From an optimization exercise on the open Yosys and OpenROAD flow, aimed at small area, a short achievable clock period and few clock cycles; shortcuts taken in it are not production practice. Only simulation tests tie the RTL to the original design; equivalence was not proved. No activity file was given, so power comes from the tool's default toggle rates.

==> flow/design.v (outline; a module is shown in full before it is edited, if it fits) <==
// module gcg_sine_rom: 80 lines
// module gcg_freq_rom: 138 lines
// module gcg_ms_enc: 36 lines
// module gcg_ms_dec: 73 lines
// module gcg_scale: 248 lines
// module gcg_remap: 394 lines
// module gcg_synth: 636 lines
module gcg_synth (
    input  wire        clk,
    input  wire        rst,           
    input  wire        sample_tick,   
    output wire        ready,
    input  wire [16:0] stream_len,    
    output wire        mem_req,
    output wire [15:0] mem_addr,
    input  wire        mem_ack,
    input  wire [7:0]  mem_rdata,
    output reg         sample_valid,
    output reg  [7:0]  sample_out,
    output reg         stream_end,
    output wire        halted
);
  // ...
==> flow/run.sh <==
#!/bin/bash
# synth_recipe.tcl (not shown) runs the flow's synth.tcl, then flattens the netlist and writes it again
# the make line also repeats each setting of config.mk as NAME=value (left out here)
make -C /OpenROAD-flow-scripts/flow DESIGN_CONFIG=/design/flow/config.mk WORK_HOME=/design/flow/orfs CLKGATE_MAP_FILE= SYNTH_SCRIPT=/design/flow/synth_recipe.tcl finish
==> flow/config.mk <==
export PLATFORM = sky130hd
export DESIGN_NAME = gcg_synth
export DESIGN_NICKNAME = gcg_synth
export VERILOG_FILES = /design/flow/design.v
export SDC_FILE = /design/flow/constraint.sdc
export NUM_CORES = 4
export LEC_CHECK = 0
export CAP_MARGIN = 20
export CORE_MARGIN = 2
export CORE_UTILIZATION = 45
export SETUP_SLACK_MARGIN = 5
export SLEW_MARGIN = 20
==> flow/constraint.sdc <==
create_clock -name core_clock -period 10.0 [get_ports {clk}]
set_input_delay 2.0000 -clock core_clock [delete_from_list [all_inputs] [get_ports {clk}]]
set_output_delay 2.0000 -clock core_clock [all_outputs]
set_load 0.01 [all_outputs]
==> results.rst, run 1 <==
.. list-table::
   :header-rows: 1

   * - Metric
     - Value
   * - Count of unique library cells instantiated by Yosys
     - roughly 110
   * - Register-to-Register Path Depth
     - 25
   * - Post-Syn Instances
     - 12034
   * - Warnings, synthesis
     - 59
   * - Total wire length
     - 360.5 mm
   * - Startpoint type of the worst setup path
     - flop
   * - P_sw
     - 3.366 mW
   * - Cell count after placement
     - 14877
   * - Setup WS pre-CTS
     - 3889 ps
   * - Mux share of post-synthesis cell area
     - a little over 3%
   * - Fraction of met2 tracks used by global routing
     - 45.85%
   * - Hold_buf cts
     - 0
   * - Slowest CP cell
     - sky130_fd_sc_hd__or4_1
   * - Share of cells above drive strength 1
     - approximately 7.3%
   * - Die X
     - 499.2 microns
   * - Detailed-router iteration count before antenna repair
     - 9
   * - Number of global-route vias before repair
     - ~90000
   * - Layout inverter count without the clock tree
     - 977
   * - Root buffer cell
     - sky130_fd_sc_hd__clkbuf_16
   * - Main combinational cell family by area after synthesis
     - simple AND/OR/NAND/NOR gates
   * - First-pass GRT wire length
     - 545.2 mm
   * - CTS Buffer Depth
     - 3
   * - Synthesis-to-layout area growth
     - 10.12%
   * - Fraction of post-synthesis cell area in the top cell type by area
     - between 10% and 20%
   * - Tapcells
     - 3202
   * - Status
     - complete, no violations
   * - Most common library cell in the layout ignoring fill and taps
     - sky130_fd_sc_hd__nor2_1
   * - Post-layout minimum cycle time
     - about 5000 ps
   * - Synthesized-area fraction occupied by adder cells
     - 17.65%
   * - Vias per cell
     - a little over 6
   * - Final nets
     - 13157
   * - Floorplan row count
     - 181
   * - Relative contribution of sequential cells to total power
     - 46.6%
   * - Max stage delay on crit path
     - roughly 400 ps
   * - Routed met3 length
     - 27.78 mm
   * - Seq Cell Count
     - about 1500
Testbench counts, summed over its fixed seeds: cycles 16,887.
==> module gcg_synth, before the edit <==
module gcg_synth (
    input  wire        clk,
    input  wire        rst,           
    input  wire        sample_tick,   
    output wire        ready,
    input  wire [16:0] stream_len,    
    output wire        mem_req,
    output wire [15:0] mem_addr,
    input  wire        mem_ack,
    input  wire [7:0]  mem_rdata,
    output reg         sample_valid,
    output reg  [7:0]  sample_out,
    output reg         stream_end,
    output wire        halted
);
    localparam N = 6;
    localparam P = 16;
    localparam [3:0] C_NOP       = 4'd0,  C_TEMPO    = 4'd1,  C_WAVE     = 4'd2,
                     C_VOLUME    = 4'd3,  C_GVOLUME  = 4'd4,  C_NOTEON   = 4'd5,
                     C_NOTEOFF   = 4'd6,  C_EOS      = 4'd7,  C_SWRESET  = 4'd8,
                     C_SYNC      = 4'd9,  C_RESETOSC = 4'd10, C_SETADSR  = 4'd11,
                     C_JUMP      = 4'd12, C_DUTY     = 4'd13, C_DIRECT   = 4'd14,
                     C_ADSRVALS  = 4'd15;
    localparam [1:0] E_ATTACK = 2'd0, E_DECAY = 2'd1, E_SUSTAIN = 2'd2, E_RELEASE = 2'd3;
    reg [2:0]  v_wave   [0:N-1];    
    reg [7:0]  v_duty   [0:N-1];
    reg [7:0]  v_tw     [0:N-1];
    reg [7:0]  v_phase  [0:N-1];
    reg [7:0]  v_vol    [0:N-1];
    reg [4:0]  v_type   [0:N-1];
    reg [1:0]  v_state  [0:N-1];
    reg        v_ended  [0:N-1];    
    reg [7:0]  v_value  [0:N-1];
    reg [13:0] v_t      [0:N-1];    
    reg [7:0]  v_s      [0:N-1];    
    reg [13:0] v_q      [0:N-1];    
    reg [13:0] v_cd     [0:N-1];    
    reg [7:0]  v_cs     [0:N-1];    
    reg        v_cz     [0:N-1];    
    reg        v_byp    [0:N-1];    
    reg [5:0]  pre_a [1:P];         
    reg [5:0]  pre_d [1:P];
    reg [7:0]  pre_s [1:P];
    reg [5:0]  pre_r [1:P];
    reg        pre_v [1:P];         
    reg [7:0]  gvol;
    reg [13:0] tempo_cmp;
    reg [13:0] tempo_cnt;
    reg [15:0] cursor;
    reg        at_end;              
    reg        halted_r;            
    reg        halted_o;
    reg [31:0] noise;
    integer i, j, k;
    reg        rst_r;
    always @(posedge clk) rst_r <= rst;
    function [2:0] cmd_last;         
        input [3:0] c;
        begin
            case (c)
                C_NOP, C_NOTEOFF, C_EOS, C_SWRESET, C_RESETOSC: cmd_last = 3'd0;
                C_TEMPO, C_JUMP:                                cmd_last = 3'd2;
                C_ADSRVALS:                                     cmd_last = 3'd7;
                default:                                        cmd_last = 3'd1;
            endcase
        end
    endfunction
    function [7:0] triangle;
        input [7:0] p;
        begin
            if (p < 8'd64)       triangle = 8'd127 - {p[6:0], 1'b0};
            else if (p < 8'd192) triangle = {p[6:0], 1'b0} - 8'd128;
            else                 triangle = 8'd255 - {p[6:0] - 7'd64, 1'b0};
        end
    endfunction
    function [31:0] xorshift;
        input [31:0] x;
        reg [31:0] a, b;
        begin
            a = x ^ (x << 13);
            b = a ^ (a >> 17);
            xorshift = b ^ (b << 5);
        end
    endfunction
    reg        ready_r;
    reg        tick_r;              
    wire       fire_next = (tempo_cnt == tempo_cmp);    
    wire       accept    = ready_r && !b_dead && sample_tick && !halted_r;
    assign ready    = ready_r && !b_dead;
    assign halted   = halted_o;
    reg        b_fetch;             
    reg        b_exec;              
    reg        b_dead;              
    reg [2:0]  byte_idx;
    reg [7:0]  op;
    reg [23:0] sh;                  
    reg [2:0]  burst_left;
    reg [23:0] pk;                  
    reg        top_direct;
    reg [5:0]  enc_a, enc_d;
    assign mem_req  = b_fetch;
    assign mem_addr = cursor;
    wire [3:0]  cmd   = op[7:4];
    wire [3:0]  ch    = op[3:0];
    wire        ch_ok = (ch < N);
    wire [2:0]  chv   = ch[2:0];
    wire [7:0]  b0    = sh[7:0];
    wire [15:0] w0    = sh[15:0];
    wire [5:0] enc_w;
    gcg_ms_enc u_enc (.ms(sh[15:0]), .idx(enc_w));
    reg  [4:0] ch_type;
    reg        ch_ended;
    reg  [7:0] sync_ph;
    always @* begin
        ch_type  = 5'd0;
        ch_ended = 1'b1;
        sync_ph  = 8'd0;
        for (j = 0; j < N; j = j + 1) begin
            if (chv == j)     ch_type  = v_type[j];
            if (chv == j)     ch_ended = v_ended[j];
            if (b0[2:0] == j) sync_ph  = v_phase[j];
        end
    end
    reg        x2_on, x2_off, x2_sa, x2_av, x2_tp;    
    reg [N-1:0] x2_mask;            
    reg [P:1]  x2_sel;              
    reg [5:0]  x2_enc;              
    reg [7:0]  x2_s;                
    reg        fin_d;               
    reg  [5:0] pr_a, pr_d, pr_r;
    reg  [7:0] pr_s;
    reg  [7:0] x2_cs;
    reg        x2_cz;
    always @* begin
        pr_a = 6'd0; pr_d = 6'd0; pr_s = 8'd0; pr_r = 6'd0;
        for (j = 1; j <= P; j = j + 1) begin
            if (x2_sel[j]) begin
                pr_a = pr_a | pre_a[j]; pr_d = pr_d | pre_d[j];
                pr_s = pr_s | pre_s[j]; pr_r = pr_r | pre_r[j];
            end
        end
        x2_cs = 8'd0;
        x2_cz = 1'b0;
        for (j = 0; j < N; j = j + 1)
            if (x2_mask[j]) begin
                x2_cs = x2_cs | v_cs[j];
                x2_cz = x2_cz | v_cz[j];
            end
    end
    reg  [5:0] dec_in;
    always @* begin
        if (x2_on)       dec_in = pr_a;
        else if (x2_off) dec_in = pr_r;
        else if (x2_sa)  dec_in = pr_d;
        else             dec_in = x2_enc;
    end
    wire [13:0] dec_t;
    gcg_ms_dec u_dec (.idx(dec_in), .ticks(dec_t));
    wire        x2_any = x2_on || x2_off || x2_sa || x2_av || x2_tp;
    wire [7:0] note_tw;
    wire [6:0] note_idx = b0[6:0] & {7{cmd == C_NOTEON}};
    gcg_freq_rom u_freq (.note(note_idx), .tuning_word(note_tw));
    wire        pend_z = (pk == 24'd1);
    wire        pend_1 = (pk == 24'd0);
    reg         pend_nz;             
    always @* begin
        if (!pend_z) begin
            if (cmd == C_DIRECT) pend_nz = !(pk[23:8] == 16'd0 && pk[7:0] == b0);
            else                 pend_nz = !pend_1;
        end else begin
            pend_nz = (cmd == C_DIRECT) && (b0 != 8'd0);
        end
    end
    wire [2:0] burst_left_n = pend_z ? burst_left - 3'd1 : burst_left;
    wire       top_direct_n = top_direct || (pend_z && cmd == C_DIRECT);
    wire       more = pend_nz || (!top_direct_n && burst_left_n != 3'd0);
    wire [8:0]  d_sub = (cmd == C_DIRECT) ? {1'b0, b0} : 9'd0;
    wire [9:0]  pk_lo = {2'b00, pk[7:0]} + 10'd1 - {1'b0, d_sub};    
    wire [15:0] pk_up = pk_lo[9] ? pk[23:8] - 16'd1 : pk_lo[8] ? pk[23:8] + 16'd1 : pk[23:8];
    wire [7:0]  one_m_b = 8'd1 - d_sub[7:0];
    wire [23:0] pk_n = pend_z ? {(d_sub > 9'd1) ? 16'hFFFF : 16'h0000, one_m_b}
                              : {pk_up, pk_lo[7:0]};
    wire exec_done = b_exec;
    wire b_stop    = exec_done && (cmd == C_EOS || !more);    
    wire x1_to_x2  = (cmd == C_NOTEON || cmd == C_NOTEOFF || cmd == C_SETADSR ||
                      cmd == C_ADSRVALS || cmd == C_TEMPO);
    wire [7:0]  sine_val [0:N-1];
    reg  [7:0]  osc      [0:N-1];
    genvar g;
    generate
        for (g = 0; g < N; g = g + 1) begin : g_sine
            gcg_sine_rom u_sine (.phase(v_phase[g]), .value(sine_val[g]));
        end
    endgenerate
    always @* begin
        for (k = 0; k < N; k = k + 1) begin
            case (v_wave[k])
                3'd1:    osc[k] = sine_val[k];
                3'd2:    osc[k] = triangle(v_phase[k]);
                3'd3:    osc[k] = (v_phase[k] <= v_duty[k]) ? 8'd255 : 8'd0;
                3'd4:    osc[k] = v_phase[k] + 8'd127;
                3'd6:    osc[k] = v_duty[k];
                default: osc[k] = 8'd127;
            endcase
        end
    end
    reg  [N-1:0] nz_r;               
    reg  [N-1:0] nzn;
    reg  [2:0]  n_pos [0:N-1];
    reg  [2:0]  n_cnt;
    reg  [1:0]  n_last;              
    reg  [2:0]  nn_pos [0:N-1];
    reg  [2:0]  nn_cnt;
    reg  [1:0]  np;                  
    function [2:0] popc6;            
        input [5:0] x;
        integer b;
        begin
            case (x)
                6'd0: popc6 = 3'd0;
                6'd1: popc6 = 3'd1;
                6'd2: popc6 = 3'd1;
                6'd3: popc6 = 3'd2;
                6'd4: popc6 = 3'd1;
                6'd5: popc6 = 3'd2;
                6'd6: popc6 = 3'd2;
                6'd7: popc6 = 3'd3;
                6'd8: popc6 = 3'd1;
                6'd9: popc6 = 3'd2;
                6'd10: popc6 = 3'd2;
                6'd11: popc6 = 3'd3;
                6'd12: popc6 = 3'd2;
                6'd13: popc6 = 3'd3;
                6'd14: popc6 = 3'd3;
                6'd15: popc6 = 3'd4;
                6'd16: popc6 = 3'd1;
                6'd17: popc6 = 3'd2;
                6'd18: popc6 = 3'd2;
                6'd19: popc6 = 3'd3;
                6'd20: popc6 = 3'd2;
                6'd21: popc6 = 3'd3;
                6'd22: popc6 = 3'd3;
                6'd23: popc6 = 3'd4;
                6'd24: popc6 = 3'd2;
                6'd25: popc6 = 3'd3;
                6'd26: popc6 = 3'd3;
                6'd27: popc6 = 3'd4;
                6'd28: popc6 = 3'd3;
                6'd29: popc6 = 3'd4;
                6'd30: popc6 = 3'd4;
                6'd31: popc6 = 3'd5;
                6'd32: popc6 = 3'd1;
                6'd33: popc6 = 3'd2;
                6'd34: popc6 = 3'd2;
                6'd35: popc6 = 3'd3;
                6'd36: popc6 = 3'd2;
                6'd37: popc6 = 3'd3;
                6'd38: popc6 = 3'd3;
                6'd39: popc6 = 3'd4;
                6'd40: popc6 = 3'd2;
                6'd41: popc6 = 3'd3;
                6'd42: popc6 = 3'd3;
                6'd43: popc6 = 3'd4;
                6'd44: popc6 = 3'd3;
                6'd45: popc6 = 3'd4;
                6'd46: popc6 = 3'd4;
                6'd47: popc6 = 3'd5;
                6'd48: popc6 = 3'd2;
                6'd49: popc6 = 3'd3;
                6'd50: popc6 = 3'd3;
                6'd51: popc6 = 3'd4;
                6'd52: popc6 = 3'd3;
                6'd53: popc6 = 3'd4;
                6'd54: popc6 = 3'd4;
                6'd55: popc6 = 3'd5;
                6'd56: popc6 = 3'd3;
                6'd57: popc6 = 3'd4;
                6'd58: popc6 = 3'd4;
                6'd59: popc6 = 3'd5;
                6'd60: popc6 = 3'd4;
                6'd61: popc6 = 3'd5;
                6'd62: popc6 = 3'd5;
                6'd63: popc6 = 3'd6;
                default: popc6 = 3'd0;
            endcase
        end
    endfunction
    always @* begin
        nzn = nz_r;
        if (b_exec && cmd == C_SWRESET)
            nzn = {N{1'b0}};
        else if (b_exec && cmd == C_WAVE && ch_ok)
            for (k = 0; k < N; k = k + 1)
                if (chv == k) nzn[k] = (b0 == 8'd5);
        for (k = 0; k < N; k = k + 1)
            nn_pos[k] = popc6(nzn & ((6'd1 << k) - 6'd1));
        nn_cnt = popc6(nzn);
    end
    always @(posedge clk) begin
        if (rst) begin
            nz_r   <= {N{1'b0}};
            n_cnt  <= 3'd0;
            n_last <= 2'd0;
            for (k = 0; k < N; k = k + 1)
                n_pos[k] <= 3'd0;
        end else begin
            nz_r   <= nzn;
            n_cnt  <= nn_cnt;
            n_last <= (nn_cnt >= 3'd5) ? 2'd2 : (nn_cnt >= 3'd3) ? 2'd1 : 2'd0;
            for (k = 0; k < N; k = k + 1)
                n_pos[k] <= nn_pos[k];
        end
    end
    wire        final_pass = (np == n_last);
    wire [2:0]  n_rem      = n_cnt - {np, 1'b0};
    wire [31:0] ns1 = xorshift(noise);
    wire [31:0] ns2 = xorshift(ns1);
    reg        p1_v, p1_e, p2_v, p2_e, p3_v, p3_e, p4_v, p4_e, p5_v, p5_e;
    reg [7:0]  p1_o [0:N-1];
    reg [7:0]  p2_a [0:N-1];
    reg [7:0]  p3_b [0:N-1];
    reg [7:0]  p3_g, p4_g, p5_g;
    reg [10:0] p4_sum;
    reg [7:0]  p5_m;
    wire [10:0] b_sum = p3_b[0] + p3_b[1] + p3_b[2] + p3_b[3] + p3_b[4] + p3_b[5];
    wire [7:0]  sc_a [0:N-1];
    wire [7:0]  sc_b [0:N-1];
    wire [7:0]  m_out, s_out;
    generate
        for (g = 0; g < N; g = g + 1) begin : g_mix
            gcg_scale u_sa (.v(p1_o[g]), .s(v_value[g]), .o(sc_a[g]));
            gcg_scale u_sb (.v(p2_a[g]), .s(v_vol[g]),   .o(sc_b[g]));
        end
    endgenerate
    gcg_remap u_remap (.S(p4_sum), .m(m_out));
    gcg_scale u_so (.v(p5_m), .s(p5_g), .o(s_out));
    always @(posedge clk) begin
        for (i = 0; i < N; i = i + 1) begin
            p2_a[i] <= v_byp[i] ? p1_o[i] : sc_a[i];
            p3_b[i] <= sc_b[i];
        end
        p3_g   <= gvol;
        p4_sum <= b_sum;
        p4_g   <= p3_g;
        p5_m   <= m_out;
        p5_g   <= p4_g;
        sample_out <= s_out;
        if (rst) begin
            p1_v <= 1'b0; p1_e <= 1'b0;
            p2_v <= 1'b0; p2_e <= 1'b0;
            p3_v <= 1'b0; p3_e <= 1'b0;
            p4_v <= 1'b0; p4_e <= 1'b0;
            p5_v <= 1'b0; p5_e <= 1'b0;
            sample_valid <= 1'b0;
            stream_end   <= 1'b0;
            halted_o     <= 1'b0;
        end else begin
            p1_v <= tick_r && final_pass;
            p1_e <= exec_done && cmd == C_EOS;
            p2_v <= p1_v; p2_e <= p1_e;
            p3_v <= p2_v; p3_e <= p2_e;
            p4_v <= p3_v; p4_e <= p3_e;
            p5_v <= p4_v; p5_e <= p4_e;
            sample_valid <= p5_v;
            stream_end   <= p5_e;
            if (p5_e) halted_o <= 1'b1;
        end
    end
    reg [14:0] e_dif;
    always @(posedge clk) begin
        at_end <= ({1'b0, rst_r ? 16'd0 : cursor} >= stream_len);
        if (b_fetch && byte_idx == 3'd3) enc_a <= enc_w;
        if (b_fetch && byte_idx == 3'd5) enc_d <= enc_w;
        if (tick_r) begin
            noise <= (n_rem >= 3'd2) ? ns2 : (n_rem == 3'd1) ? ns1 : noise;
            for (i = 0; i < N; i = i + 1) begin
                if (nz_r[i]) begin
                    if (n_pos[i][2:1] == np) p1_o[i] <= n_pos[i][0] ? ns2[7:0] : ns1[7:0];
                end else if (final_pass) begin
                    p1_o[i] <= osc[i];
                end
                if (final_pass) v_phase[i] <= v_phase[i] + v_tw[i];
            end
        end
            if (tick_r) begin
                if (final_pass) begin
                    tick_r  <= 1'b0;
                    np      <= 2'd0;
                    ready_r <= 1'b1;
                end else begin
                    np <= np + 2'd1;
                    if (np + 2'd1 == n_last) ready_r <= 1'b1;
                end
            end
            if (accept) begin
                if (fire_next) begin
                    tempo_cnt  <= 14'd0;
                    ready_r    <= 1'b0;
                    if (at_end) cursor <= 16'd0;
                    burst_left <= N;
                    pk         <= 24'd1;
                    top_direct <= 1'b0;
                    byte_idx   <= 3'd0;
                    b_fetch    <= 1'b1;
                end else begin
                    tempo_cnt <= tempo_cnt + 14'd1;
                    tick_r    <= 1'b1;
                    ready_r   <= (n_last == 2'd0);
                end
            end
            if (tick_r && final_pass) begin
                for (i = 0; i < N; i = i + 1) begin
                    e_dif = {1'b0, v_q[i]} - {7'd0, v_s[i]};
                    if (v_type[i] != 5'd0 && !v_ended[i] && v_state[i] != E_SUSTAIN) begin
                        if (!e_dif[14]) begin
                            v_q[i] <= e_dif[13:0];
                        end else begin
                            v_q[i] <= v_t[i];
                            case (v_state[i])
                                E_ATTACK: begin
                                    if (v_value[i] >= 8'd254) begin
                                        v_value[i] <= 8'd255;
                                        v_state[i] <= E_DECAY;
                                        v_s[i]     <= ~v_cs[i] | {7'd0, v_cs[i] == 8'd255};
                                        v_t[i]     <= v_cd[i];
                                        v_q[i]     <= v_cd[i];
                                    end else begin
                                        v_value[i] <= v_value[i] + 8'd1;
                                    end
                                end
                                E_DECAY: begin
                                    if ({1'b0, v_value[i]} <= {1'b0, v_cs[i]} + 9'd1) begin
                                        v_value[i] <= v_cs[i];
                                        v_state[i] <= E_SUSTAIN;
                                    end else begin
                                        v_value[i] <= v_value[i] - 8'd1;
                                    end
                                end
                                default: begin   
                                    if (v_value[i] <= 8'd1) begin
                                        v_value[i] <= 8'd0;
                                        v_ended[i] <= 1'b1;
                                    end else begin
                                        v_value[i] <= v_value[i] - 8'd1;
                                    end
                                end
                            endcase
                        end
                    end
                end
            end
            if (exec_done) b_exec <= 1'b0;
            if (b_fetch && mem_ack) begin
                if (b_dead || b_stop) begin
                    b_fetch <= 1'b0;
                    b_dead  <= 1'b0;
                end else begin
                    cursor <= cursor + 16'd1;
                    if (byte_idx == 3'd0) begin
                        op <= mem_rdata;
                        if (cmd_last(mem_rdata[7:4]) == 3'd0)
                            b_exec <= 1'b1;
                        else
                            byte_idx <= 3'd1;
                    end else begin
                        sh <= {sh[15:0], mem_rdata};
                        if (byte_idx == cmd_last(cmd)) begin
                            byte_idx <= 3'd0;
                            b_exec   <= 1'b1;
                            if (cmd == C_JUMP)  cursor  <= {sh[7:0], mem_rdata};
                        end else begin
                            byte_idx <= byte_idx + 3'd1;
                        end
                    end
                end
            end else if (b_fetch && b_stop) begin
                b_dead <= 1'b1;
            end
            x2_on  <= 1'b0;
            x2_off <= 1'b0;
            x2_sa  <= 1'b0;
            x2_av  <= 1'b0;
            x2_tp  <= 1'b0;
            fin_d  <= 1'b0;
            if (fin_d) begin
                tick_r  <= 1'b1;
                ready_r <= (n_last == 2'd0);
            end
            if (b_exec) begin
                pk         <= pk_n;
                burst_left <= burst_left_n;
                top_direct <= top_direct_n;
                if (cmd == C_EOS) begin
                    ready_r <= 1'b1;
                end else if (!more) begin
                    if (x1_to_x2) begin
                        fin_d <= 1'b1;
                    end else begin
                        tick_r  <= 1'b1;
                        ready_r <= (n_last == 2'd0) && cmd != C_WAVE && cmd != C_SWRESET;
                    end
                end
                for (i = 0; i < N; i = i + 1)
                    x2_mask[i] <= (cmd == C_ADSRVALS) ? (v_type[i] == ch_type) : (chv == i);
                for (i = 1; i <= P; i = i + 1)
                    x2_sel[i] <= pre_v[i] && (((cmd == C_SETADSR) ? b0[4:0] : ch_type) == i);
                x2_enc <= (cmd == C_TEMPO) ? enc_w : (sh[23:16] == 8'd255) ? 6'd0 : enc_d;
                x2_s   <= sh[23:16];
                case (cmd)
                    C_TEMPO:   x2_tp <= 1'b1;
                    C_NOTEON:  x2_on <= ch_ok;
                    C_NOTEOFF: x2_off <= ch_ok && ch_type != 5'd0 && !ch_ended;
                    C_SETADSR: x2_sa <= ch_ok && b0 <= P;
                    C_GVOLUME: gvol <= b0;
                    C_EOS:     halted_r <= 1'b1;
                    C_SWRESET: gvol <= 8'd0;
                    C_ADSRVALS: if (ch_ok && ch_type != 5'd0) begin
                        x2_av <= 1'b1;
                        for (i = 1; i <= P; i = i + 1) begin
                            if (ch_type == i) begin
                                pre_a[i] <= enc_a;
                                pre_d[i] <= (sh[23:16] == 8'd255) ? 6'd0 : enc_d;
                                pre_s[i] <= sh[23:16];
                                pre_r[i] <= enc_w;
                                pre_v[i] <= 1'b1;
                            end
                        end
                    end
                    default: ;   
                endcase
                for (i = 0; i < N; i = i + 1) begin
                    if (ch_ok && chv == i) begin
                        case (cmd)
                            C_WAVE:   v_wave[i] <= (b0 < 8'd7) ? b0[2:0] : 3'd0;
                            C_VOLUME: v_vol[i]  <= b0;
                            C_DUTY:   v_duty[i] <= b0;
                            C_NOTEON: begin
                                v_tw[i]    <= note_tw;
                                v_value[i] <= 8'd0;
                                v_state[i] <= E_ATTACK;
                                v_ended[i] <= 1'b0;
                                v_s[i]     <= 8'd255;
                            end
                            C_NOTEOFF: begin
                                if (v_type[i] == 5'd0)
                                    v_tw[i] <= 8'd0;
                                else if (!v_ended[i])
                                    v_state[i] <= E_RELEASE;
                            end
                            C_SYNC:     if (b0[3:0] < N) v_phase[i] <= sync_ph;
                            C_RESETOSC: v_phase[i] <= 8'd0;
                            C_SETADSR: if (b0 <= P) begin
                                v_type[i]  <= b0[4:0];
                                v_byp[i]   <= (b0[4:0] == 5'd0);
                                v_value[i] <= 8'd0;
                                v_state[i] <= E_ATTACK;
                                v_ended[i] <= 1'b1;
                            end
                            default: ;
                        endcase
                    end
                    if (cmd == C_SWRESET) begin
                        v_wave[i]  <= 3'd0;
                        v_duty[i]  <= 8'd127;
                        v_tw[i]    <= 8'd0;
                        v_phase[i] <= 8'd0;
                        v_vol[i]   <= 8'd0;
                        v_type[i]  <= 5'd0;
                        v_byp[i]   <= 1'b1;
                        v_ended[i] <= 1'b1;
                    end
                end
            end
            if (x2_tp) begin
                tempo_cmp <= dec_t;
                tempo_cnt <= 14'd0;
            end
            for (i = 0; i < N; i = i + 1) begin
                if (x2_mask[i]) begin
                    if (x2_on || x2_off) begin
                        v_t[i] <= (x2_off && x2_cz) ? 14'd0 : dec_t;
                        v_q[i] <= (x2_off && x2_cz) ? 14'd0 : dec_t;
                    end
                    if (x2_off) begin
                        v_value[i] <= x2_cs;
                        v_s[i]     <= x2_cs | {7'd0, x2_cz};
                    end
                    if (x2_sa) begin
                        v_cd[i] <= dec_t;
                        v_cs[i] <= pr_s;
                        v_cz[i] <= (pr_s == 8'd0);
                    end
                    if (x2_av) begin
                        v_cd[i] <= dec_t;
                        v_cs[i] <= x2_s;
                        v_cz[i] <= (x2_s == 8'd0);
                    end
                end
            end
        if (rst) begin
            ready_r    <= 1'b1;
            tick_r     <= 1'b0;
            np         <= 2'd0;
            b_fetch    <= 1'b0;
            b_exec     <= 1'b0;
            b_dead     <= 1'b0;
            fin_d      <= 1'b0;
            x2_on      <= 1'b0;
            x2_off     <= 1'b0;
            x2_sa      <= 1'b0;
            x2_av      <= 1'b0;
            x2_tp      <= 1'b0;
            byte_idx   <= 3'd0;
            tempo_cmp  <= 14'd14;
            tempo_cnt  <= 14'd0;
            halted_r   <= 1'b0;
        end
        if (rst_r) begin
            gvol       <= 8'd0;
            cursor     <= 16'd0;
            noise      <= 32'h2545F491;
            for (i = 0; i < N; i = i + 1) begin
                v_wave[i]  <= 3'd0;
                v_duty[i]  <= 8'd127;
                v_tw[i]    <= 8'd0;
                v_phase[i] <= 8'd0;
                v_vol[i]   <= 8'd0;
                v_type[i]  <= 5'd0;
                v_byp[i]   <= 1'b1;
                v_ended[i] <= 1'b1;
            end
            for (i = 1; i <= P; i = i + 1)
                pre_v[i] <= 1'b0;
        end
    end
endmodule
==> run 2: changes to the inputs <==
--- a/flow/design.v
+++ b/flow/design.v
@@ -1008,3 +1008,2 @@
     reg        v_cz     [0:N-1];    
-    reg        v_byp    [0:N-1];    
     reg [5:0]  pre_a [1:P];         
@@ -1097,3 +1096,6 @@
     reg [7:0]  x2_s;                
-    reg        fin_d;               
+    reg        fin_d, fin_d2;       
+    reg        x3_t, x3_z, x3_cd, x3_tp;
+    reg [N-1:0] x3_mask;
+    reg [5:0]  x3_idx;
     reg  [5:0] pr_a, pr_d, pr_r;
@@ -1126,3 +1128,3 @@
     wire [13:0] dec_t;
-    gcg_ms_dec u_dec (.idx(dec_in), .ticks(dec_t));
+    gcg_ms_dec u_dec (.idx(x3_idx), .ticks(dec_t));
     wire        x2_any = x2_on || x2_off || x2_sa || x2_av || x2_tp;
@@ -1147,3 +1149,12 @@
     wire [9:0]  pk_lo = {2'b00, pk[7:0]} + 10'd1 - {1'b0, d_sub};    
-    wire [15:0] pk_up = pk_lo[9] ? pk[23:8] - 16'd1 : pk_lo[8] ? pk[23:8] + 16'd1 : pk[23:8];
+    reg  [15:0] pk_inc, pk_dec;      
+    always @* begin
+        pk_inc[0] = 1'b1;
+        pk_dec[0] = 1'b1;
+        for (j = 1; j < 16; j = j + 1) begin
+            pk_inc[j] = pk_inc[j-1] &  pk[8 + j - 1];
+            pk_dec[j] = pk_dec[j-1] & ~pk[8 + j - 1];
+        end
+    end
+    wire [15:0] pk_up = pk_lo[9] ? pk[23:8] ^ pk_dec : pk_lo[8] ? pk[23:8] ^ pk_inc : pk[23:8];
     wire [7:0]  one_m_b = 8'd1 - d_sub[7:0];
@@ -1307,3 +1318,3 @@
         for (i = 0; i < N; i = i + 1) begin
-            p2_a[i] <= v_byp[i] ? p1_o[i] : sc_a[i];
+            p2_a[i] <= sc_a[i];
             p3_b[i] <= sc_b[i];
@@ -1453,3 +1464,4 @@
             fin_d  <= 1'b0;
-            if (fin_d) begin
+            fin_d2 <= fin_d;
+            if (fin_d2) begin
                 tick_r  <= 1'b1;
@@ -1466,2 +1478,4 @@
                         fin_d <= 1'b1;
+                    end else if (x2_any) begin
+                        fin_d2 <= 1'b1;
                     end else begin
@@ -1507,3 +1521,3 @@
                                 v_tw[i]    <= note_tw;
-                                v_value[i] <= 8'd0;
+                                v_value[i] <= (v_type[i] == 5'd0) ? 8'd255 : 8'd0;
                                 v_state[i] <= E_ATTACK;
@@ -1522,4 +1536,3 @@
                                 v_type[i]  <= b0[4:0];
-                                v_byp[i]   <= (b0[4:0] == 5'd0);
-                                v_value[i] <= 8'd0;
+                                v_value[i] <= (b0[4:0] == 5'd0) ? 8'd255 : 8'd0;
                                 v_state[i] <= E_ATTACK;
@@ -1537,3 +1550,3 @@
                         v_type[i]  <= 5'd0;
-                        v_byp[i]   <= 1'b1;
+                        v_value[i] <= 8'd255;
                         v_ended[i] <= 1'b1;
@@ -1542,3 +1555,9 @@
             end
-            if (x2_tp) begin
+            x3_t    <= x2_on || x2_off;
+            x3_z    <= x2_off && x2_cz;
+            x3_cd   <= x2_sa || x2_av;
+            x3_tp   <= x2_tp;
+            x3_mask <= x2_mask;
+            x3_idx  <= dec_in;
+            if (x3_tp) begin
                 tempo_cmp <= dec_t;
@@ -1547,8 +1566,13 @@
             for (i = 0; i < N; i = i + 1) begin
-                if (x2_mask[i]) begin
-                    if (x2_on || x2_off) begin
-                        v_t[i] <= (x2_off && x2_cz) ? 14'd0 : dec_t;
-                        v_q[i] <= (x2_off && x2_cz) ? 14'd0 : dec_t;
+                if (x3_mask[i]) begin
+                    if (x3_t) begin
+                        v_t[i] <= x3_z ? 14'd0 : dec_t;
+                        v_q[i] <= x3_z ? 14'd0 : dec_t;
                     end
-                    if (x2_off) begin
+                    if (x3_cd) v_cd[i] <= dec_t;
+                end
+            end
+            for (i = 0; i < N; i = i + 1) begin
+                if (x2_mask[i]) begin
+                    if (x2_off && !(b_exec && cmd == C_SWRESET)) begin
                         v_value[i] <= x2_cs;
@@ -1557,3 +1581,2 @@
                     if (x2_sa) begin
-                        v_cd[i] <= dec_t;
                         v_cs[i] <= pr_s;
@@ -1562,3 +1585,2 @@
                     if (x2_av) begin
-                        v_cd[i] <= dec_t;
                         v_cs[i] <= x2_s;
@@ -1576,2 +1598,6 @@
             fin_d      <= 1'b0;
+            fin_d2     <= 1'b0;
+            x3_t       <= 1'b0;
+            x3_cd      <= 1'b0;
+            x3_tp      <= 1'b0;
             x2_on      <= 1'b0;
@@ -1597,3 +1623,3 @@
                 v_type[i]  <= 5'd0;
-                v_byp[i]   <= 1'b1;
+                v_value[i] <= 8'd255;
                 v_ended[i] <= 1'b1;
==> run 2 against run 1 <==
Against the previous run: combinational power fell by 4.7%; cell count decreased by 0.48%; first-iteration DRC count down 2.6%; synthesized cell count decreased by 1.0%; largest power group unchanged; highest routed layer unchanged.
==> results.rst, run 2 <==
.. list-table::
   :header-rows: 1

   * - Metric
     - Value
   * - Estimated wirelength of the detail-placed design
     - 264.6 mm
   * - Share of total power in combinational logic
     - under 10%
   * - TritonCTS Buffers
     - 179
   * - Power density cells
     - 119.1 nW/um^2
   * - Most common library cells after synthesis
     - 1088 x sky130_fd_sc_hd__nor2_1, 961 x sky130_fd_sc_hd__inv_1, 915 x sky130_fd_sc_hd__nand2_1, 850 x sky130_fd_sc_hd__dfxtp_1, 760 x sky130_fd_sc_hd__and2_1
   * - Worst clock skew on the final layout
     - 116.0 ps
   * - Sum of negative setup slack
     - 0 ps
   * - Critical-path cell list
     - inv_1 -> ha_1 -> or3b_2 -> nand2_1 -> xor2_1 -> nor2_1 -> a221oi_1 -> a211oi_1 -> a311oi_1 -> mux2i_1 -> a31oi_1
   * - Met2 WL
     - 165.9 mm
   * - P_sw
     - 3.520 mW (+4.6%)
   * - Vias per cell
     - 5.956 (-1.3%)
   * - Type of the tightest min-delay check
     - reg2reg
   * - Number of global-route vias before repair
     - 88058 (-1.9%)
   * - Top library cells by usage in the layout, fill and taps aside
     - 1059 x sky130_fd_sc_hd__nor2_1, 960 x sky130_fd_sc_hd__inv_1, 915 x sky130_fd_sc_hd__nand2_1
   * - Post-Synthesis Mean Instance Area
     - 9.189 sq um
   * - Most used flip-flop cell after synthesis
     - sky130_fd_sc_hd__dfxtp_1
   * - Routed met3 length
     - 30.23 mm (+8.8%)
   * - Sw Ratio
     - 24.48%
   * - Maximum frequency from static timing analysis
     - between 200 and 250 MHz
   * - Synthesis-to-layout area growth
     - 10.28%
   * - Multi-input combinational cell area
     - 65660 sq um
   * - Slowest CP cell
     - sky130_fd_sc_hd__a31oi_1
   * - Critical setup path kind
     - reg2reg
   * - Reg2reg setup slack
     - 5100 ps
   * - H-tree depth reported by CTS
     - 4
   * - Placeable core area
     - 242500 sq um
   * - First-pass GRT wire length
     - 549.3 mm (+0.76%)
   * - Final Hold Fails
     - 0
   * - Critical path capture point type
     - flop
   * - Register-to-Register Path Depth
     - 11 (-56%)
   * - Start point of the worst hold path
     - p4_g[5]$_DFF_P_
   * - Layout fillers
     - about 22000
   * - Sequential cell area fraction in the yosys report
     - between 30% and 40%
   * - Share of total power in the clock network
     - around half
   * - Total wire length
     - 366.7 mm (+1.7%)
   * - DRT antenna net count
     - 0
   * - Actual transition at the worst max-transition pin
     - 1325 ps
   * - Warnings, synthesis
     - 57 (-3.4%)
   * - Final nets
     - 13056 (-0.77%)
   * - Top-Level Pins
     - 58
   * - Number of pins exceeding their max-slew limit in the final report
     - 0
   * - #FFs+latches synth
     - 1560
   * - Number of flops mapped to enable cells by yosys
     - 710
   * - Most flop-heavy register
     - pre_s
   * - Post-Syn Instances
     - 11914 (-1.0%)
   * - Worst R2R Start
     - v_phase[4][0]$_SDFF_PP0_
   * - Area of all sequential standard cells
     - just under 40000 sq um
   * - Post-layout minimum cycle time
     - 4898 ps (-85.49 ps)
   * - Synth area leaders
     - sky130_fd_sc_hd__edfxtp_1 19%, sky130_fd_sc_hd__dfxtp_1 16%, sky130_fd_sc_hd__fa_1 10%, sky130_fd_sc_hd__ha_1 7.4%, sky130_fd_sc_hd__and2_1 4.3%
   * - Status
     - complete, no violations
   * - Internal power consumption
     - about 11 mW
   * - Relative contribution of sequential cells to total power
     - 47.0% (+0.4 points)
   * - Routed length on met1
     - 152.6 mm
   * - Number of setup violations in the final report
     - 0
   * - Initial DRC Count
     - approximately 8600
   * - Number of remaining DRC errors
     - 0
   * - Setup repair after global routing missed its margin
     - false
   * - Top layer used by detailed routing
     - met5
   * - Cell count after placement
     - 14786 (-0.61%)
   * - Startpoint of the most critical setup path
     - v_phase[4][0]$_SDFF_PP0_
   * - Count leader, synth
     - sky130_fd_sc_hd__nor2_1
   * - Total via count after detailed routing
     - between 90000 and 100k
   * - Insertion delay of the later-clocked pin in the worst-skew pair
     - 930 ps
   * - Endpoint of the most critical setup path
     - p1_o[4][1]$_DFFE_PP_
   * - Maximum number of pins on one net before global-route repair
     - 77
   * - Final GP Congestion
     - 0.9755
   * - Root buffer cell
     - sky130_fd_sc_hd__clkbuf_16
   * - Data required, critical path
     - 10450 ps
   * - Non-Filler Instances
     - 15187
   * - Effective utilization at floorplan
     - 45.14%
   * - Total global routing track utilization
     - 28.81%
   * - Crit path arrival time
     - between 5000 and 6000 ps
   * - Number of flip-flops in the largest register
     - 128
   * - Fraction of registers with async set or reset after synthesis
     - 0%
   * - Startpoint type of the worst setup path
     - flop
   * - Post-Synthesis Net Count
     - between 10000 and 15000
   * - Detailed-router iteration count before antenna repair
     - 6 (-3)
   * - Area of the die
     - 247200 sq um
   * - TritonCTS clock tree
     - yes
   * - Clock transition at the registers of the reported paths
     - 60 ps
   * - Hold path cells
     - 0
   * - Crit Reg-Reg Endpoint
     - p1_o[4][1]$_DFFE_PP_
   * - Synth Cell Area
     - 109500 sq um
   * - Largest fanout on the critical path
     - 14
   * - Count of unique library cells instantiated by Yosys
     - 100 (-12%)
   * - Floorplan row count
     - 181 (unchanged)
   * - Maximum VDD drop
     - 167.0 uV
   * - Antenna violations before repair
     - 30
   * - Leakage dissipation
     - 48.12 nW
   * - Relative slew slack
     - a little under an eighth
   * - Number of buffers inserted by port buffering
     - 57
   * - Number of sinks driven by the clock tree
     - 1560
   * - Fraction of post-synthesis cell area in the top cell type by area
     - 19.47% (+0.16 points)
   * - Share of cells above drive strength 1
     - 7.379% (+0.061 points)
   * - Cell taking the most area after synthesis
     - sky130_fd_sc_hd__edfxtp_1
   * - Overall die height
     - 497.2 microns
   * - Max stage delay on crit path
     - 990 ps (+580 ps)
   * - Most common library cell in the layout ignoring fill and taps
     - sky130_fd_sc_hd__nor2_1
   * - CTS Buffer Depth
     - 3 (unchanged)
   * - Die X
     - 497.2 microns (-0.40%)
   * - Share of the clock period used by the worst path
     - 48.98%
   * - Routed wire length per instance
     - 24.15 microns
   * - Grt total ovfl
     - 0
   * - Max cap viols
     - 0
[run 2: per-stage QoR]
stage	total power [mW]	util [%]	hold WS, ps	setup WS (ps)	instance area, sq um
after global placement	7.528	46.87	312.7	4838	113700
final	14.38	49.78	325.8	5102	120700
after global routing	14.79	49.77	329.5	4971	120700
after detailed placement	7.537	46.89	312.1	4741	113700
after CTS	14.46	49.51	326.1	5005	120100
after floorplan	7.313	-	309.6	5126	109500
[run 2: repair_timing]
action,4_1_cts,5_1_grt
buffers inserted,5,48
pin swaps,0,6
setup endpoints to repair,22,60
cloned,0,0
gates resized for setup,15,77
hold buffers,0,0
[run 2: cell families (layout without fill, tap and decap cells)]
| logic type | Yosys count | after routing | share of synthesized area (%) |
|---|---|---|---|
| flops | 1560 | 1560 | 35.02 |
| mux | 412 | 412 | 4.043 |
| fa+ha+maj | 1206 | 1206 | 17.58 |
| other cells | 0 | 5 | 0 |
| compound gates | 2620 | 2620 | 15.50 |
| buf+inv | 1579 | 1645 | 5.446 |
| simple gates | 3937 | 3937 | 17.55 |
| xor+xnor | 600 | 600 | 4.872 |
[run 2: power groups by stage]
stage	sequential [mW]	clock, mW	combinational, mW
finish	6.75	6.95	0.668
global placement	6.89	0	0.641
global route	6.76	7.30	0.730
detailed placement	6.89	0	0.648
CTS	6.75	7.05	0.652
floorplan	6.83	0	0.484
[run 2: cell type report]
type	instances	share of cell area, %
multi-input cells	8775	54.39
flip-flops and latches	1560	31.82
clock buffers	225	3.988
well taps	3202	3.318
inverters	968	3.010
repair buffers	340	2.251
clock inverters	112	1.210
diodes	5	0.01036
[run 2: worst min-delay path by stage]
stage | slack [ps] | endpoint
2_1_floorplan | 310 | p4_g[0]$_DFF_P_
3_3_place_gp | 310 | p4_g[4]$_DFF_P_
3_5_place_dp | 310 | p4_g[6]$_DFF_P_
4_1_cts | 330 | p4_g[6]$_DFF_P_
5_1_grt | 330 | p5_g[4]$_DFF_P_
6_report | 330 | p5_g[5]$_DFF_P_
[run 2: layer usage]
metal | up-vias | track usage, %
li1 | 41456 | -
met1 | 44546 | 37.86
met2 | 3651 | 46.14
met3 | 773 | 5.637
met4 | 30 | 12.49
met5 | - | 0
[run 2: worst max-delay path, delay by kind of cell, from the launching register on]
family                     cells  cell delay, ps
xor gates and xnor gates       1             730
AOI/OAI and AO/OA              4            1800
and+or+nand+nor                3             770
buffers and inverters          1             320
DFF                            1             470
muxes                          1             130
adders and majority gates      1             280
Testbench counts of run 2, summed over its fixed seeds: cycles 16,976.
==> run 3: changes to the inputs <==
--- a/flow/design.v
+++ b/flow/design.v
@@ -1061,2 +1061,5 @@
     reg        b_dead;              
+    reg        b_rst0;              
+    reg        pf, pf_wrap, cmd_rdy;
+    reg        x1_late;
     reg [2:0]  byte_idx;
@@ -1164,2 +1167,8 @@
     wire b_stop    = exec_done && (cmd == C_EOS || !more);    
+    wire start_now = accept && fire_next;                     
+    wire pf_drop   = start_now && pf && pf_wrap;              
+    wire to_rdy    = (pf && !start_now) || (b_stop && cmd != C_EOS);
+    wire f_drop    = b_dead || (b_stop && cmd == C_EOS) || pf_drop;
+    wire late_reg  = (cmd == C_VOLUME || cmd == C_GVOLUME || cmd == C_SWRESET);
+    wire late_in   = (mem_rdata[7:4] == C_SWRESET);
     wire x1_to_x2  = (cmd == C_NOTEON || cmd == C_NOTEOFF || cmd == C_SETADSR ||
@@ -1378,3 +1387,2 @@
                     ready_r    <= 1'b0;
-                    if (at_end) cursor <= 16'd0;
                     burst_left <= N;
@@ -1382,4 +1390,24 @@
                     top_direct <= 1'b0;
-                    byte_idx   <= 3'd0;
-                    b_fetch    <= 1'b1;
+                    if (!pf) begin
+                        if (at_end) cursor <= 16'd0;
+                        byte_idx <= 3'd0;
+                        b_fetch  <= 1'b1;
+                    end else begin
+                        pf      <= 1'b0;
+                        cmd_rdy <= 1'b0;
+                        if (pf_wrap) begin
+                            if (!b_fetch) begin
+                                cursor   <= 16'd0;
+                                byte_idx <= 3'd0;
+                                b_fetch  <= 1'b1;
+                            end
+                        end else if (cmd_rdy) begin
+                            if (late_reg) begin
+                                x1_late <= 1'b1;
+                            end else begin
+                                b_exec  <= 1'b1;
+                                b_fetch <= 1'b1;
+                            end
+                        end
+                    end
                 end else begin
@@ -1433,5 +1461,11 @@
             if (b_fetch && mem_ack) begin
-                if (b_dead || b_stop) begin
-                    b_fetch <= 1'b0;
+                if (f_drop) begin
+                    if (b_rst0 || pf_drop) begin
+                        cursor   <= 16'd0;
+                        byte_idx <= 3'd0;
+                    end else begin
+                        b_fetch  <= 1'b0;
+                    end
                     b_dead  <= 1'b0;
+                    b_rst0  <= 1'b0;
                 end else begin
@@ -1440,6 +1474,13 @@
                         op <= mem_rdata;
-                        if (cmd_last(mem_rdata[7:4]) == 3'd0)
-                            b_exec <= 1'b1;
-                        else
+                        if (cmd_last(mem_rdata[7:4]) != 3'd0) begin
                             byte_idx <= 3'd1;
+                        end else if (to_rdy) begin
+                            cmd_rdy <= 1'b1;
+                            b_fetch <= 1'b0;
+                        end else if (start_now && late_in) begin
+                            x1_late <= 1'b1;
+                            b_fetch <= 1'b0;
+                        end else begin
+                            b_exec  <= 1'b1;
+                        end
                     end else begin
@@ -1448,3 +1489,11 @@
                             byte_idx <= 3'd0;
-                            b_exec   <= 1'b1;
+                            if (to_rdy) begin
+                                cmd_rdy <= 1'b1;
+                                b_fetch <= 1'b0;
+                            end else if (start_now && late_reg) begin
+                                x1_late <= 1'b1;
+                                b_fetch <= 1'b0;
+                            end else begin
+                                b_exec  <= 1'b1;
+                            end
                             if (cmd == C_JUMP)  cursor  <= {sh[7:0], mem_rdata};
@@ -1455,4 +1504,10 @@
                 end
-            end else if (b_fetch && b_stop) begin
+            end else if (b_fetch && ((b_stop && cmd == C_EOS) || pf_drop)) begin
                 b_dead <= 1'b1;
+                b_rst0 <= pf_drop;
+            end
+            if (x1_late) begin
+                x1_late <= 1'b0;
+                b_exec  <= 1'b1;
+                b_fetch <= 1'b1;
             end
@@ -1476,2 +1531,4 @@
                 end else if (!more) begin
+                    pf      <= 1'b1;
+                    pf_wrap <= ({1'b0, cursor} >= stream_len);
                     if (x1_to_x2) begin
@@ -1597,2 +1654,6 @@
             b_dead     <= 1'b0;
+            b_rst0     <= 1'b0;
+            pf         <= 1'b0;
+            cmd_rdy    <= 1'b0;
+            x1_late    <= 1'b0;
             fin_d      <= 1'b0;
==> run 3 against run 2 <==
Against the previous run: still clean on timing, DRC and antenna; clock skew increased by 29 ps; global-route usage decreased by 0.24 points; power decreased by 0.61%; critical path type unchanged; largest cell class unchanged; largest power group unchanged.
==> results.rst, run 3 <==
.. list-table::
   :header-rows: 1

   * - Metric
     - Value
   * - Status
     - complete, no violations
   * - Root buffer cell
     - sky130_fd_sc_hd__clkbuf_16
   * - Vias per cell
     - 5.949 (-0.13%)
   * - Most flop-heavy register
     - pre_s
   * - Synth area leaders
     - sky130_fd_sc_hd__edfxtp_1 19%, sky130_fd_sc_hd__dfxtp_1 15%, sky130_fd_sc_hd__fa_1 9.9%, sky130_fd_sc_hd__ha_1 7.5%, sky130_fd_sc_hd__and2_1 4.3%
   * - Relative slew slack
     - 17.10% (+5.8 points)
   * - Final Hold Fails
     - 0 (unchanged)
   * - CTS Buffer Depth
     - 3 (unchanged)
   * - Number of setup violations in the final report
     - 0 (unchanged)
   * - Total via count after detailed routing
     - 91941 (+1.6%)
   * - Crit path arrival time
     - 5420 ps (+80 ps)
   * - Final nets
     - 13231 (+1.3%)
   * - Largest fanout on the critical path
     - 12 (-2)
   * - Detailed-router iteration count before antenna repair
     - 7 (+1)
   * - Post-Synthesis Net Count
     - 13396 (+1.9%)
   * - Leakage dissipation
     - 49.14 nW (+2.1%)
   * - #FFs+latches synth
     - 1565 (+0.32%)
   * - Most common library cell in the layout ignoring fill and taps
     - sky130_fd_sc_hd__nor2_1
   * - Overall die height
     - 502.3 microns (+1.0%)
   * - Area of all sequential standard cells
     - 38460 sq um (+0.11%)
   * - Count of unique library cells instantiated by Yosys
     - 115 (+15%)
   * - Number of flip-flops in the largest register
     - 128 (unchanged)
   * - Fraction of registers with async set or reset after synthesis
     - 0% (unchanged)
   * - Critical setup path kind
     - reg2reg
   * - Grt total ovfl
     - 0 (unchanged)
   * - Count leader, synth
     - sky130_fd_sc_hd__nor2_1
   * - Post-Synthesis Mean Instance Area
     - 9.200 sq um (+0.12%)
   * - Effective utilization at floorplan
     - 45.35% (+0.22 points)
   * - Fraction of post-synthesis cell area in the top cell type by area
     - 19.11% (-0.37 points)
   * - First-pass GRT wire length
     - 556.9 mm (+1.4%)
   * - Estimated wirelength of the detail-placed design
     - 263.1 mm (-0.55%)
   * - Number of flops mapped to enable cells by yosys
     - 711 (+0.14%)
   * - Data required, critical path
     - 10520 ps (+70 ps)
   * - Clock transition at the registers of the reported paths
     - 60 ps (about the same)
   * - Startpoint type of the worst setup path
     - flop
   * - Hold_buf cts
     - 0 (unchanged)
   * - Initial DRC Count
     - 9633 (+12%)
   * - Layout fillers
     - 23073 (+2.6%)
   * - Synthesis-to-layout area growth
     - 9.528%
   * - Critical path capture point type
     - flop
   * - Floorplan row count
     - 182 (+0.55%)
   * - Share of cells above drive strength 1
     - 6.591% (-0.79 points)
   * - Number of global-route vias before repair
     - 89822 (+2.0%)
   * - Max stage delay on crit path
     - 660 ps (-330 ps)
   * - Routed wire length per instance
     - 23.80 microns (-1.4%)
   * - Warnings, synthesis
     - 57 (unchanged)
   * - Area of the die
     - 252300 sq um (+2.1%)
   * - Number of pins exceeding their max-slew limit in the final report
     - 0 (unchanged)
   * - Maximum number of pins on one net before global-route repair
     - 70 (-9.1%)
   * - Post-layout minimum cycle time
     - 4898 ps (-0.1200 ps)
   * - TritonCTS Buffers
     - 180 (+0.56%)
   * - Multi-input combinational cell area
     - 67550 sq um (+2.9%)
   * - Count of buffering cells on the critical path with inverters included
     - 3 (+2)
   * - H-tree depth reported by CTS
     - 4 (unchanged)
   * - Critical-path cell list
     - buf_4 -> inv_1 -> ha_1 -> nand2_1 -> o21ai_1 -> inv_1 -> ha_1 -> nor2_1 -> o21ai_0 -> a221oi_1 -> or3_1 -> o311ai_0 -> a31oi_1 -> mux2i_1 -> a21oi_1 -> a21oi_1
   * - Power density cells
     - 116.7 nW/um^2 (-2.0%)
   * - Design Power
     - 14.29 mW (-0.61%)
   * - Type of the tightest min-delay check
     - reg2reg
   * - Number of sinks driven by the clock tree
     - 1565 (+0.32%)
   * - Total wire length
     - 367.9 mm (+0.32%)
   * - Final GP Congestion
     - 0.9697 (-0.59%)
   * - Most common library cells after synthesis
     - 1101 x sky130_fd_sc_hd__nor2_1, 1007 x sky130_fd_sc_hd__inv_1, 895 x sky130_fd_sc_hd__nand2_1, 854 x sky130_fd_sc_hd__dfxtp_1, 775 x sky130_fd_sc_hd__and2_1
   * - Maximum frequency from static timing analysis
     - 204.2 MHz (about the same)
   * - Sum of negative setup slack
     - 0 ps (unchanged)
   * - Sequential cell area fraction in the yosys report
     - 34.40% (-0.61 points)
   * - Synth Cell Area
     - 111700 sq um (+2.1%)
   * - Insertion delay of the later-clocked pin in the worst-skew pair
     - 920 ps (about the same)
   * - Antenna violations before repair
     - 19 (-37%)
   * - Top Family by Delay on Critical Path
     - compound AO/OA/AOI/OAI gates
   * - Actual transition at the worst max-transition pin
     - 1231 ps (-94.31 ps)
   * - Placeable core area
     - 246400 sq um (+1.6%)
   * - Max cap viols
     - 0 (unchanged)
   * - Slowest CP cell
     - sky130_fd_sc_hd__a21oi_1
   * - Cell taking the most area after synthesis
     - sky130_fd_sc_hd__edfxtp_1
   * - Post-Syn Instances
     - 12147 (+2.0%)
   * - Share of the clock period used by the worst path
     - 48.98% (about the same)
   * - Top-Level Pins
     - 58 (unchanged)
   * - Total global routing track utilization
     - 28.57% (-0.24 points)
   * - Setup repair after global routing missed its margin
     - false
   * - Most used flip-flop cell after synthesis
     - sky130_fd_sc_hd__dfxtp_1
   * - TritonCTS clock tree
     - yes
   * - Maximum VDD drop
     - 151.4 uV (-9.3%)
   * - DRT antenna net count
     - 0 (unchanged)
   * - Worst clock skew on the final layout
     - 145.3 ps (+29.27 ps)
   * - Number of remaining DRC errors
     - 0 (unchanged)
   * - Top library cells by usage in the layout, fill and taps aside
     - 1076 x sky130_fd_sc_hd__nor2_1, 1006 x sky130_fd_sc_hd__inv_1, 894 x sky130_fd_sc_hd__nand2_1
   * - Die X
     - 502.3 microns (+1.0%)
   * - Number of buffers inserted by port buffering
     - 57 (unchanged)
-- run 3: cell count changes in the layout (fill, tap and decap cells not counted), sizes merged, moves of 18 or more --
cell / change
and3: +25
o21a: -23
nand3: +36
inv: +45
a41oi: +18
buf: -66
or3: +23
nand2: -19
o31ai: +35
mux2: +21
a22oi: +32
nor3: -41
a21oi: -50
-- run 3: worst paths after layout --
kind,start,endpoint,slack (ps),cells past startpoint
worst min register to register,p4_g[2]$_DFF_P_,p5_g[2]$_DFF_P_,320,0
worst min-delay path,p4_g[2]$_DFF_P_,p5_g[2]$_DFF_P_,320,0
worst max register to register,v_phase[4][0]$_SDFF_PP0_,p1_o[4][1]$_DFFE_PP_,5100,16
worst max-delay path,v_phase[4][0]$_SDFF_PP0_,p1_o[4][1]$_DFFE_PP_,5100,16
-- run 3: cell type report --
cell class / count / share of cell area, %
diodes: 7 / 0.01431
clock buffers: 243 / 4.079
clock inverters: 94 / 1.009
inverters: 1015 / 3.113
multi-input cells: 8949 / 55.19
flip-flops and latches: 1565 / 31.42
well taps: 3312 / 3.386
repair buffers: 271 / 1.789
-- run 3: worst reg2reg max path: stages (launching register included) --
cell	delay [ps]
sky130_fd_sc_hd__dfxtp_1	320
sky130_fd_sc_hd__buf_4	210
sky130_fd_sc_hd__inv_1	190
sky130_fd_sc_hd__ha_1	350
sky130_fd_sc_hd__nand2_1	80
sky130_fd_sc_hd__o21ai_1	400
sky130_fd_sc_hd__inv_1	250
sky130_fd_sc_hd__ha_1	290
sky130_fd_sc_hd__nor2_1	230
sky130_fd_sc_hd__o21ai_0	140
sky130_fd_sc_hd__a221oi_1	320
sky130_fd_sc_hd__or3_1	160
sky130_fd_sc_hd__o311ai_0	200
sky130_fd_sc_hd__a31oi_1	360
sky130_fd_sc_hd__mux2i_1	140
sky130_fd_sc_hd__a21oi_1	660
sky130_fd_sc_hd__a21oi_1	250
-- run 3: power by group --
part           internal (mW)  leakage (nW)  switching, mW  total, mW
registers               6.67          13.4          0.108       6.78
clock network           3.92          2.99           2.95       6.87
logic                  0.252          32.7          0.390      0.642
-- run 3: routing by layer --
metal	part of all wire [%]	up-vias	GRT usage, %
met2	46	3602	46.63
li1	-	42238	-
met1	43	45386	38.29
met5	0.0084	-	0
met3	7.5	711	4.650
met4	3.7	4	10.09
-- run 3: metrics by stage --
| step | util (%) | instances | worst slack, ps | hold WS (ps) | cell area [sq um] |
|---|---|---|---|---|---|
| 2_1_floorplan | - | 12147 | 5293 | 309.6 | 111800 |
| 3_3_place_gp | 47.03 | 15095 | 4664 | 311.3 | 115900 |
| 3_5_place_dp | 47.05 | 15095 | 4796 | 312.1 | 115900 |
| 4_1_cts | 49.58 | 15434 | 5063 | 325.3 | 122200 |
| 5_1_grt | 49.67 | 15450 | 4959 | 331.1 | 122400 |
| 6_report | 49.68 | 15456 | 5102 | 324.8 | 122400 |
-- run 3: repair_timing --
| item | CTS | global route |
|---|---|---|
| resized for setup | 3 | 11 |
| pin swaps | 0 | 3 |
| endpoints found under the setup margin | 31 | 38 |
| buffers inserted | 2 | 14 |
-- run 3: kinds of logic (layout without fill, tap and decap cells) --
kind of cell             after synthesis  count (layout)  synth area share (%)
AO/OA/AOI/OAI                       2648            2648                 15.58
XOR/XNOR                             603             603                 4.888
adder cells (fa/ha/maj)             1224            1224                 17.42
buffers and inverters               1633            1623                 5.550
flip-flops                          1565            1565                 34.40
multiplexers                         435             435                 4.210
other                                  0               7                     0
AND/OR/NAND/NOR                     4039            4039                 17.95
Testbench counts of run 3, summed over its fixed seeds: cycles 16,707.
==> run 4: changes to the inputs <==
==> flow/flow/run.sh (new file) <==
#!/bin/bash
set -euo pipefail
bash standard.sh SETUP_SLACK_MARGIN=6 finish > standard_make.log 2>&1
==> flow/standard.sh (new file) <==
#!/bin/bash
# synth_recipe.tcl (not shown) runs the flow's synth.tcl, then flattens the netlist and writes it again
# the make line also repeats each setting of config.mk as NAME=value (left out here)
make -C /OpenROAD-flow-scripts/flow DESIGN_CONFIG=/design/flow/config.mk WORK_HOME=/design/flow/orfs CLKGATE_MAP_FILE= SYNTH_SCRIPT=/design/flow/synth_recipe.tcl "${@:-finish}"
removed: flow/run.sh
==> run 4 against run 3 <==
Against the previous run: still clean; flip-flop and latch count stayed put; synthesized area did not move; clock power decreased by 0.7%; synthesized cell count is the same; final area grew 4.0%; setup slack improved by 530 ps; die area stayed put; sequential share of layout area fell by 0.89 points; fmax is 12% higher; clock-buffer cell count decreased by 3; sequential power fell by 0.6%; non-clock buffer count grew 249; critical path type unchanged; critical endpoint is now p5_m[2]$_SDFF_PP1_; largest cell class unchanged.
==> results.rst, run 4 <==
.. list-table::
   :header-rows: 1

   * - Metric
     - Value
   * - Count leader, synth
     - sky130_fd_sc_hd__nor2_1
   * - Warnings, synthesis
     - 57 (unchanged)
   * - Post-Synthesis Net Count
     - 13396 (unchanged)
   * - Fraction of registers with async set or reset after synthesis
     - 0% (unchanged)
   * - Insertion delay of the later-clocked pin in the worst-skew pair
     - 950 ps (+30 ps)
   * - Hold path cells
     - 0 (unchanged)
   * - Maximum number of pins on one net before global-route repair
     - 74 (+5.7%)
   * - Sw Ratio
     - 24.12% (about the same)
   * - Effective utilization at floorplan
     - 45.35% (unchanged)
   * - Relative slew slack
     - 18.38% (+1.3 points)
   * - Count of unique library cells instantiated by Yosys
     - 115 (unchanged)
   * - Setup repair after global routing missed its margin
     - true
   * - Share of the clock period used by the worst path
     - 43.65% (-5.3 points)
   * - Hold_buf cts
     - 0 (unchanged)
   * - Clock transition at the registers of the reported paths
     - 60 ps (about the same)
   * - Grt total ovfl
     - 0 (unchanged)
   * - Min Hold Slack
     - 324.8 ps (+0.03600 ps)
   * - Max cap viols
     - 0 (unchanged)
   * - Total via count after detailed routing
     - 93307 (+1.5%)
   * - TritonCTS clock tree
     - yes
   * - Floorplan row count
     - 182 (unchanged)
   * - Post-DP Area
     - 116500 sq um (+0.46%)
   * - Startpoint type of the worst setup path
     - flop
   * - Data required, critical path
     - 10710 ps (+190 ps)
   * - Design Power
     - 14.30 mW (about the same)
   * - Internal power consumption
     - 10.85 mW (about the same)
   * - Cell taking the most area after synthesis
     - sky130_fd_sc_hd__edfxtp_1
   * - Cell count after placement
     - 15108 (+0.086%)
   * - TritonCTS Buffers
     - 177 (-1.7%)
   * - Estimated wirelength of the detail-placed design
     - 261.5 mm (-0.61%)
   * - Total global routing track utilization
     - 28.78% (+0.21 points)
   * - Post-layout minimum cycle time
     - 4365 ps (-533.3 ps)
   * - CTS Buffer Depth
     - 3 (unchanged)
   * - Status
     - complete, no violations
   * - Non-Filler Instances
     - 15702 (+1.6%)
   * - Reg2reg setup slack
     - 5640 ps (+530 ps)
   * - Crit path arrival time
     - 5070 ps (-350 ps)
   * - Final Hold Fails
     - 0 (unchanged)
   * - Critical path capture point type
     - flop
   * - Share of total power in combinational logic
     - 5.2% (+0.7 points)
   * - Worst Setup Slack, final
     - 5635 ps (+533.3 ps)
   * - Actual transition at the worst max-transition pin
     - 1215 ps (-15.53 ps)
   * - Number of sinks driven by the clock tree
     - 1565 (unchanged)
   * - Share of cells above drive strength 1
     - 13.24% (+6.7 points)
   * - Number of buffers inserted by port buffering
     - 57 (unchanged)
   * - Critical setup path kind
     - reg2reg
   * - Number of global-route vias before repair
     - 91552 (+1.9%)
   * - #FFs+latches synth
     - 1565 (unchanged)
   * - Die X
     - 502.3 microns (unchanged)
   * - Register-to-Register Path Depth
     - 15 (-1)
   * - Sequential cell area fraction in the yosys report
     - 34.40% (unchanged)
   * - Antenna violations before repair
     - 21 (+2)
   * - Total wire length
     - 372.5 mm (+1.3%)
   * - Share of total power in the clock network
     - 47.7% (-0.4 points)
   * - Synth Cell Area
     - 111700 sq um (unchanged)
   * - Most used flip-flop cell after synthesis
     - sky130_fd_sc_hd__dfxtp_1
   * - Placeable core area
     - 246400 sq um (unchanged)
   * - Initial DRC Count
     - 8961 (-7.0%)
   * - Vias per cell
     - 5.942 (-0.10%)
   * - Post-Syn Instances
     - 12147 (unchanged)
   * - Number of flops mapped to enable cells by yosys
     - 711 (unchanged)
   * - Overall die height
     - 502.3 microns (unchanged)
   * - Synth area leaders
     - sky130_fd_sc_hd__edfxtp_1 19%, sky130_fd_sc_hd__dfxtp_1 15%, sky130_fd_sc_hd__fa_1 9.9%, sky130_fd_sc_hd__ha_1 7.5%, sky130_fd_sc_hd__and2_1 4.3%
   * - Synthesis-to-layout area growth
     - 13.90%
   * - Final GP Congestion
     - 0.9570 (-1.3%)
   * - Relative contribution of sequential cells to total power
     - 47.1% (-0.3 points)
   * - Leakage dissipation
     - 50.90 nW (+3.6%)
   * - Most common library cell in the layout ignoring fill and taps
     - sky130_fd_sc_hd__nor2_1
   * - Post-layout utilization of the core
     - 51.66% (+2.0 points)
   * - First-pass GRT wire length
     - 561.6 mm (+0.83%)
   * - Detailed-router iteration count before antenna repair
     - 6 (-1)
   * - Routed wire length per instance
     - 23.72 microns (-0.34%)
   * - H-tree depth reported by CTS
     - 4 (unchanged)
   * - Power density cells
     - 112.3 nW/um^2 (-3.8%)
   * - Fin area
     - 127300 sq um (+4.0%)
   * - Top library cells by usage in the layout, fill and taps aside
     - 1054 x sky130_fd_sc_hd__nor2_1, 945 x sky130_fd_sc_hd__inv_1, 881 x sky130_fd_sc_hd__nand2_1
   * - Most flop-heavy register
     - pre_s
   * - Number of setup violations in the final report
     - 0 (unchanged)
   * - Number of flip-flops in the largest register
     - 128 (unchanged)
   * - P_sw
     - 3.449 mW (about the same)
   * - Worst clock skew on the final layout
     - 160.7 ps (+15.45 ps)
   * - Final nets
     - 13479 (+1.9%)
   * - Largest fanout on the critical path
     - 6 (-6)
   * - Fraction of post-synthesis cell area in the top cell type by area
     - 19.11% (unchanged)
   * - Top-Level Pins
     - 58 (unchanged)
   * - DRT antenna net count
     - 0 (unchanged)
   * - Most common library cells after synthesis
     - 1101 x sky130_fd_sc_hd__nor2_1, 1007 x sky130_fd_sc_hd__inv_1, 895 x sky130_fd_sc_hd__nand2_1, 854 x sky130_fd_sc_hd__dfxtp_1, 775 x sky130_fd_sc_hd__and2_1
   * - Maximum frequency from static timing analysis
     - 229.1 MHz (+12%)
   * - Number of pins exceeding their max-slew limit in the final report
     - 0 (unchanged)
   * - Type of the tightest min-delay check
     - reg2reg
   * - Area of the die
     - 252300 sq um (unchanged)
   * - Maximum VDD drop
     - 170.0 uV (+12%)
   * - Number of remaining DRC errors
     - 0 (unchanged)
   * - Post-Synthesis Mean Instance Area
     - 9.200 sq um (unchanged)
   * - Setup WS pre-CTS
     - 4952 ps (+156.1 ps)
   * - Root buffer cell
     - sky130_fd_sc_hd__clkbuf_16
   * - Sum of negative setup slack
     - 0 ps (unchanged)
## run 4: cell counts after synthesis
Identical to the previous run, type by type.
## run 4: cells by family (layout without fill, tap and decap cells)
family / after synthesis / after routing / synth area share [%]
multiplexers: 435 / 435 / 4.210
buffers and inverters: 1633 / 1869 / 5.550
other: 0 / 5 / 0
adder cells (fa/ha/maj): 1224 / 1224 / 17.42
flip-flops: 1565 / 1565 / 34.40
AO/OA/AOI/OAI: 2648 / 2648 / 15.58
XOR/XNOR: 603 / 603 / 4.888
AND/OR/NAND/NOR: 4039 / 4041 / 17.95
## run 4: worst max-delay path, cell delays in order (launching register included)
cell                         delay [ps]
sky130_fd_sc_hd__dfxtp_4            400
sky130_fd_sc_hd__clkinvlp_4         130
sky130_fd_sc_hd__fa_1               490
sky130_fd_sc_hd__inv_1               50
sky130_fd_sc_hd__fa_1               520
sky130_fd_sc_hd__fa_1               520
sky130_fd_sc_hd__inv_1               40
sky130_fd_sc_hd__ha_1               340
sky130_fd_sc_hd__o211ai_1           140
sky130_fd_sc_hd__nor2b_1             90
sky130_fd_sc_hd__o41a_1             440
sky130_fd_sc_hd__o211ai_1           320
sky130_fd_sc_hd__a31oi_2            160
sky130_fd_sc_hd__or4_4              450
sky130_fd_sc_hd__nand3_4            100
sky130_fd_sc_hd__o21ai_1             70
## run 4: cell type report
cell class              count  area (sq um)
repair buffers            520          4262
well taps                3312          4144
clock inverters            94          1235
inverters                1015          3829
flip-flops and latches   1565         38860
fillers                 22525        119100
clock buffers             240          4981
multi-input cells        8951         69960
diodes                      5         12.51
## run 4: path summary, 6_finish.rpt
path / start / end
min reg2reg: p4_g[4]$_DFF_P_ / p5_g[4]$_DFF_P_
max reg2reg: p4_sum[6]$_DFF_P_ / p5_m[2]$_SDFF_PP1_
min: p4_g[4]$_DFF_P_ / p5_g[4]$_DFF_P_
max: p4_sum[6]$_DFF_P_ / p5_m[2]$_SDFF_PP1_
## run 4: metal layers
metal / track usage, % / vias up / part of all wire (%)
met3: 4.673 / 746 / 7.6
met4: 11.90 / 10 / 4.4
li1: - / 42796 / -
met5: 0 / - / 0.018
met1: 38.23 / 46052 / 42
met2: 46.61 / 3703 / 46
## run 4: timing repair
action,CTS,global route
setup endpoints to repair,361,275
gates resized for setup,411,312
cloned,2,0
pin swaps,163,206
setup buffers,181,71
endpoints found under the hold margin,0,0
## run 4: power by group through the flow
| stage | logic, mW | clock network [mW] | registers [mW] |
|---|---|---|---|
| after global placement | 0.633 | 0 | 6.90 |
| final | 0.741 | 6.82 | 6.74 |
| after detailed placement | 0.641 | 0 | 6.90 |
| after CTS | 0.698 | 6.92 | 6.74 |
| after global routing | 0.806 | 7.17 | 6.74 |
| after floorplan | 0.498 | 0 | 6.84 |

Check on run 4: ideal ports give 5.635 ns setup slack; a clkbuf_16 on the clock port and buf_2 on the inputs give 5.635 ns; moving port delays by the midpoint clock arrival (0.971 ns) as well gives 5.221 ns.
